From an optimization exercise on the open Yosys and OpenROAD flow, aimed at small area, a short achievable clock period and few clock cycles per item; shortcuts taken in it are not production practice.
Only simulation tests tie the RTL to the original design; equivalence was not proved.
Power figures rest on the tool's default switching activity, not on a simulated workload.

== branch lagoon ==
==> flow/design.v (excerpt) <==
module mete (
    input  wire        clk,
    input  wire        rst,
    input  wire        bus_sel,
    input  wire        bus_we,
    input  wire [7:2]  bus_addr,
    input  wire [31:0] bus_wdata,
    output wire [31:0] bus_rdata,
    output wire        bus_ack,
    output wire        irq
);
    localparam [31:0] ID_VALUE     = 32'h4D455445;
    localparam [31:0] PARAM_VALUE  = 32'h001001FF;
    localparam [31:0] THRESH_VALUE = 32'h40800000;
    localparam [5:0] A_ID = 6'd0, A_CTRL = 6'd1, A_CMD = 6'd2, A_STATUS = 6'd3,
                     A_PIX = 6'd4, A_CRE = 6'd5, A_CIM = 6'd6, A_RESULT = 6'd7,
                     A_RGB = 6'd8, A_ZRE = 6'd9, A_ZIM = 6'd10, A_MOD2 = 6'd11,
                     A_ITER = 6'd12, A_PARAM = 6'd13, A_THRESH = 6'd14;
    localparam [3:0] E_ILLEGAL = 4'd1, E_START_BUSY = 4'd2, E_BAD_CONFIG = 4'd3,
                     E_COORD = 4'd4, E_ABORTED = 4'd5, E_OPERAND_BUSY = 4'd6;
    reg        ie_done, ie_err;
    reg [4:0]  log2n;
    reg        busy, done, err;
    reg [3:0]  errcode;
    reg [31:0] pix_xy;
    reg [31:0] c_re, c_im;
    reg        valid, dvg;
    reg [31:0] z_re, z_im;           
    reg [7:0]  iter;                 
    reg        ack_q, we_q;
    reg        rp;                   
    reg [5:0]  a_q;
    reg [3:0]  wd_q;                 
    reg        wd_hz;                
    reg [31:0] rd_q;
    reg        irq_q;
    reg        rst_q;                   
    reg        run, fin, first, xy, stall;
    reg        idle_q;               
    reg [5:0]  ph;                   
    reg [31:0] zr, zi, bb;
    reg [7:0]  mexp;                 
    reg [15:0] half;
    reg [31:0] sr, si;
    reg [7:0]  s_idx;
    reg        sv, det;
    reg        dv_run;
    reg [2:0]  dv_k;
    reg [7:0]  dv_rem;
    reg [4:0]  dv_p;
    reg        relabel;
    reg [7:0]  cyc;
    assign bus_ack   = ack_q;
    assign bus_rdata = rd_q;
    assign irq       = irq_q & ~rst_q;
    reg  [31:0] mul_a, mul_b, add_a, add_b;
    reg         mul_dbl;
    wire [31:0] mo, ao;
    mete_fmul u_mul (.clk(clk), .a(mul_a), .b(mul_b), .dbl(mul_dbl), .y(mo));
    mete_fadd u_add (.clk(clk), .rst(rst_q), .en(run & ~fin_now), .a(add_a), .b(add_b), .y(ao));
    wire [31:0] f_x  = {1'b0, mexp, 7'd0, pix_xy[15:0]};
    wire [31:0] f_y  = {1'b1, mexp, 7'd0, pix_xy[31:16]};
    wire [31:0] f_hp = {1'b0, mexp, 7'd0, half};
  ...
Size: ~9000 cells after synthesis, about 700 flip-flops, ~76 I/O pins.
==> module mete_fadd, before the edit <==
module mete_fadd (
    input  wire        clk,
    input  wire        rst,      
    input  wire        en,       
    input  wire [31:0] a,
    input  wire [31:0] b,
    output reg  [31:0] y
);
    wire        a_em = &a[30:23];
    wire        b_em = &b[30:23];
    wire        a_fz = (a[22:0] == 23'd0);
    wire        b_fz = (b[22:0] == 23'd0);
    wire        a_ez = (a[30:23] == 8'd0);
    wire        b_ez = (b[30:23] == 8'd0);
    wire        a_nan = a_em & ~a_fz;
    wire        b_nan = b_em & ~b_fz;
    wire        a_inf = a_em & a_fz;
    wire        b_inf = b_em & b_fz;
    wire [8:0]  dab = {1'b0, a[30:23]} - {1'b0, b[30:23]};
    wire [8:0]  dba = {1'b0, b[30:23]} - {1'b0, a[30:23]};
    wire        swap = dab[8];                  
    wire [7:0]  ex   = swap ? (b[30:23] | {7'd0, b_ez}) : (a[30:23] | {7'd0, a_ez});
    wire [7:0]  d    = swap ? dba[7:0] : dab[7:0];
    wire        eqe  = (a[30:23] == b[30:23]) | (a_ez & (b[30:23] == 8'd1)) | (b_ez & (a[30:23] == 8'd1));
    wire [23:0] ma   = {~a_ez, a[22:0]};
    wire [23:0] mb   = {~b_ez, b[22:0]};
    wire [23:0] mx   = swap ? mb : ma;
    wire        wsub = swap ? a_ez : b_ez;      
    wire        xsub = swap ? b_ez : a_ez;
    wire        wup  = wsub & ~xsub;
    wire [23:0] mw   = swap ? (a_ez & ~b_ez ? {a[22:0], 1'b0} : ma)
                            : (b_ez & ~a_ez ? {b[22:0], 1'b0} : mb);
    wire        sub  = a[31] ^ b[31];
    reg [5:0] tza, tzb;
    integer i;
    always @* begin
        tza = 6'd63; tzb = 6'd63;
        for (i = 23; i >= 0; i = i - 1) begin
            if (ma[i]) tza = i[5:0] + 6'd3 + {5'd0, a_ez};
            if (mb[i]) tzb = i[5:0] + 6'd3 + {5'd0, b_ez};
        end
    end
    wire [5:0]  tzw = swap ? tza : tzb;
    wire        big  = (d[7:5] != 3'd0) | (d[4:0] > 5'd26);
    wire [4:0]  dd   = big ? 5'd27 : d[4:0];
    wire [26:0] mwsh = {mw, 3'b000} >> dd;
    wire        lost = ({1'b0, dd} > tzw);
    wire [26:0] mwa  = {mwsh[26:1], mwsh[0] | lost};
    wire [28:0] s1c  = {1'b0, mx, 3'b000, 1'b1} + {{1'b0, mwa} ^ {28{sub}}, sub};
    wire [27:0] s1   = s1c[28:1];
    wire [24:0] s2   = {1'b0, mb} - {1'b0, ma};
    wire        bgt  = (mb > ma);
    wire        neg  = sub & eqe & bgt;
    wire [27:0] sum  = neg ? {1'b0, s2[23:0], 3'b000} : s1;
    wire        sx   = swap ? b[31] : (neg ? b[31] : a[31]);
    reg  [27:0] r_sum;
    reg  [7:0]  r_ex;
    reg         r_sx, r_nan, r_inf, r_infs, r_zs, r_e254;
    always @(posedge clk) begin
        r_sum  <= sum;
        r_ex   <= ex;
        r_sx   <= sx;
        r_nan  <= a_nan | b_nan | (a_inf & b_inf & sub);
        r_inf  <= a_inf | b_inf;
        r_infs <= a_inf ? a[31] : b[31];
        r_zs   <= a[31] & b[31];
        r_e254 <= (ex == 8'd254);
    end
    reg [4:0] lz;
    always @* begin
        lz = 5'd27;
        for (i = 0; i < 27; i = i + 1)
            if (r_sum[i]) lz = 5'd26 - i[4:0];
    end
    wire        lz_lt = (r_ex > {3'b0, lz});
    wire [4:0]  exm1  = r_ex[4:0] - 5'd1;
    wire [4:0]  sh    = lz_lt ? lz : exm1;
    wire [26:0] ml    = r_sum[26:0] << sh;
    wire [7:0]  exl = r_ex - {3'b0, lz};
    wire [7:0]  exi = r_ex + 8'd1;
    wire [7:0]  e     = r_sum[27] ? exi : (lz_lt ? exl : 8'd1);
    wire [26:0] m     = r_sum[27] ? {r_sum[27:2], r_sum[1] | r_sum[0]} : ml;
    wire [30:0] pack     = {(m[26] ? e : 8'd0), m[25:3]};
    wire        round_up = m[2] & (m[1] | m[0] | m[3]);
    wire [30:0] rounded  = pack + {30'd0, round_up};
    always @(posedge clk) begin
        if (rst)
            y <= 32'd0;
        else if (!en)
            y <= y;
        else if (r_nan)
            y <= 32'h7FC00000;
        else if (r_inf)
            y <= {r_infs, 8'hFF, 23'd0};
        else if (r_sum == 28'd0)
            y <= {r_zs, 31'd0};
        else if (r_sum[27] & r_e254)
            y <= {r_sx, 8'hFF, 23'd0};
        else
            y <= {r_sx, rounded};
    end
endmodule
Settings: LEC_CHECK=0, ABC_AREA=1, CAP_MARGIN=20, CORE_MARGIN=2, CORE_UTILIZATION=50, CTS_BUF_LIST=sky130_fd_sc_hd__clkbuf_8, SLEW_MARGIN=20; clock period 27.0 ns.
standard.sh (not shown) runs the stock make flow with config.mk's settings and CLKGATE_MAP_FILE= SYNTH_SCRIPT=/design/flow/synth_recipe.tcl, a recipe that flattens the netlist after the stock synthesis.
==> flow/flow/run.sh <==
#!/bin/bash
# Own layout flow: the standard synthesis and layout (standard.sh), with
# repair_timing asked for a large setup margin so that the layout is timed
# well below the 27 ns clock. The clock, its period and the I/O constraints
# are the design's (constraint.sdc is not changed).
set -euo pipefail
bash standard.sh synth > synth.log 2>&1
bash standard.sh SETUP_SLACK_MARGIN=20 finish > layout.log 2>&1
branch lagoon has completed all stages; timing, DRC and antenna checks passed.
Testbench counts of branch lagoon, summed over its fixed seeds: cycles 187,222, pixels 2,048.
Here is what was changed in the inputs of branch amber compared with branch lagoon.
--- a/flow/design.v
+++ b/flow/design.v
@@ -1158,49 +1158,40 @@
     wire        a_ez = (a[30:23] == 8'd0);
     wire        b_ez = (b[30:23] == 8'd0);
     wire        a_nan = a_em & ~a_fz;
     wire        b_nan = b_em & ~b_fz;
     wire        a_inf = a_em & a_fz;
     wire        b_inf = b_em & b_fz;
-    wire [8:0]  dab = {1'b0, a[30:23]} - {1'b0, b[30:23]};
-    wire [8:0]  dba = {1'b0, b[30:23]} - {1'b0, a[30:23]};
-    wire        swap = dab[8];                  
-    wire [7:0]  ex   = swap ? (b[30:23] | {7'd0, b_ez}) : (a[30:23] | {7'd0, a_ez});
-    wire [7:0]  d    = swap ? dba[7:0] : dab[7:0];
-    wire        eqe  = (a[30:23] == b[30:23]) | (a_ez & (b[30:23] == 8'd1)) | (b_ez & (a[30:23] == 8'd1));
+    wire        swap = (b[30:0] > a[30:0]);
+    wire [7:0]  xa   = a[30:23] | {7'd0, a_ez};
+    wire [7:0]  xb   = b[30:23] | {7'd0, b_ez};
+    wire [7:0]  ex   = swap ? xb : xa;
+    wire [7:0]  d    = swap ? (xb - xa) : (xa - xb);
     wire [23:0] ma   = {~a_ez, a[22:0]};
     wire [23:0] mb   = {~b_ez, b[22:0]};
     wire [23:0] mx   = swap ? mb : ma;
-    wire        wsub = swap ? a_ez : b_ez;      
-    wire        xsub = swap ? b_ez : a_ez;
-    wire        wup  = wsub & ~xsub;
-    wire [23:0] mw   = swap ? (a_ez & ~b_ez ? {a[22:0], 1'b0} : ma)
-                            : (b_ez & ~a_ez ? {b[22:0], 1'b0} : mb);
+    wire [23:0] mw   = swap ? ma : mb;
     wire        sub  = a[31] ^ b[31];
+    wire        sx   = swap ? b[31] : a[31];
     reg [5:0] tza, tzb;
     integer i;
     always @* begin
         tza = 6'd63; tzb = 6'd63;
         for (i = 23; i >= 0; i = i - 1) begin
-            if (ma[i]) tza = i[5:0] + 6'd3 + {5'd0, a_ez};
-            if (mb[i]) tzb = i[5:0] + 6'd3 + {5'd0, b_ez};
+            if (ma[i]) tza = i[5:0] + 6'd3;
+            if (mb[i]) tzb = i[5:0] + 6'd3;
         end
     end
     wire [5:0]  tzw = swap ? tza : tzb;
     wire        big  = (d[7:5] != 3'd0) | (d[4:0] > 5'd26);
     wire [4:0]  dd   = big ? 5'd27 : d[4:0];
     wire [26:0] mwsh = {mw, 3'b000} >> dd;
     wire        lost = ({1'b0, dd} > tzw);
     wire [26:0] mwa  = {mwsh[26:1], mwsh[0] | lost};
     wire [28:0] s1c  = {1'b0, mx, 3'b000, 1'b1} + {{1'b0, mwa} ^ {28{sub}}, sub};
-    wire [27:0] s1   = s1c[28:1];
-    wire [24:0] s2   = {1'b0, mb} - {1'b0, ma};
-    wire        bgt  = (mb > ma);
-    wire        neg  = sub & eqe & bgt;
-    wire [27:0] sum  = neg ? {1'b0, s2[23:0], 3'b000} : s1;
-    wire        sx   = swap ? b[31] : (neg ? b[31] : a[31]);
+    wire [27:0] sum  = s1c[28:1];
     reg  [27:0] r_sum;
     reg  [7:0]  r_ex;
     reg         r_sx, r_nan, r_inf, r_infs, r_zs, r_e254;
     always @(posedge clk) begin
         r_sum  <= sum;
         r_ex   <= ex;
==> summary.txt <==
- Switching share of power ends up lower on branch lagoon.
- Status: mean instance size in the synthesized netlist parity (branch amber, branch lagoon)
- | share of cell area taken by muxes after synthesis | branch amber vs branch lagoon | 0.20 points lower |
- branch lagoon has a higher placeable core area than branch amber.
- Compared branch amber vs branch lagoon, and setup slack is up in branch amber.
- branch amber vs branch lagoon, non-filler instance count after layout went down by 226.
- Between branch amber and branch lagoon, it is branch amber whose fraction of standard cell area in multi-input logic is lower, by 0.39 points.
- branch amber: multi-input combinational gate total 168 below branch lagoon
- Of the two candidates, branch lagoon has the worse minimum clock period after layout and branch amber the better one.
Testbench counts of branch amber, summed over its fixed seeds: cycles 187,222, pixels 2,048.

-- re-timing with driven ports --
No port has a modelled driver above. Below, the same layouts with a new extraction and two added sets of constraints. Step 1 assumes that a clkbuf_16 drives the clock port and a buf_2 every other input. Step 2 adds t to the input delays and takes it off the output delays; t is the mean of the earliest and latest rising clock arrival at the registers after step 1. Input paths then give back, and output paths get back, about the clock's delay inside the block. a / b / c = ideal ports / drivers / drivers and shift; a / b = the first two.
run | t, ns | setup WS [ns] | latest minus earliest clock arrival (ns) | worst slew at a driven data input, ns
branch lagoon | 0.947 | 20.037 / 19.964 / 19.314 | 0.097 / 0.098 | 0.07
branch amber | 0.935 | 20.068 / 19.996 / 19.394 | 0.095 / 0.096 | 0.08
After both steps setup and hold are still met in every run listed. The setup slack of branch lagoon, which loses most, moves by -0.073 ns with the drivers and by -0.723 ns with both steps.
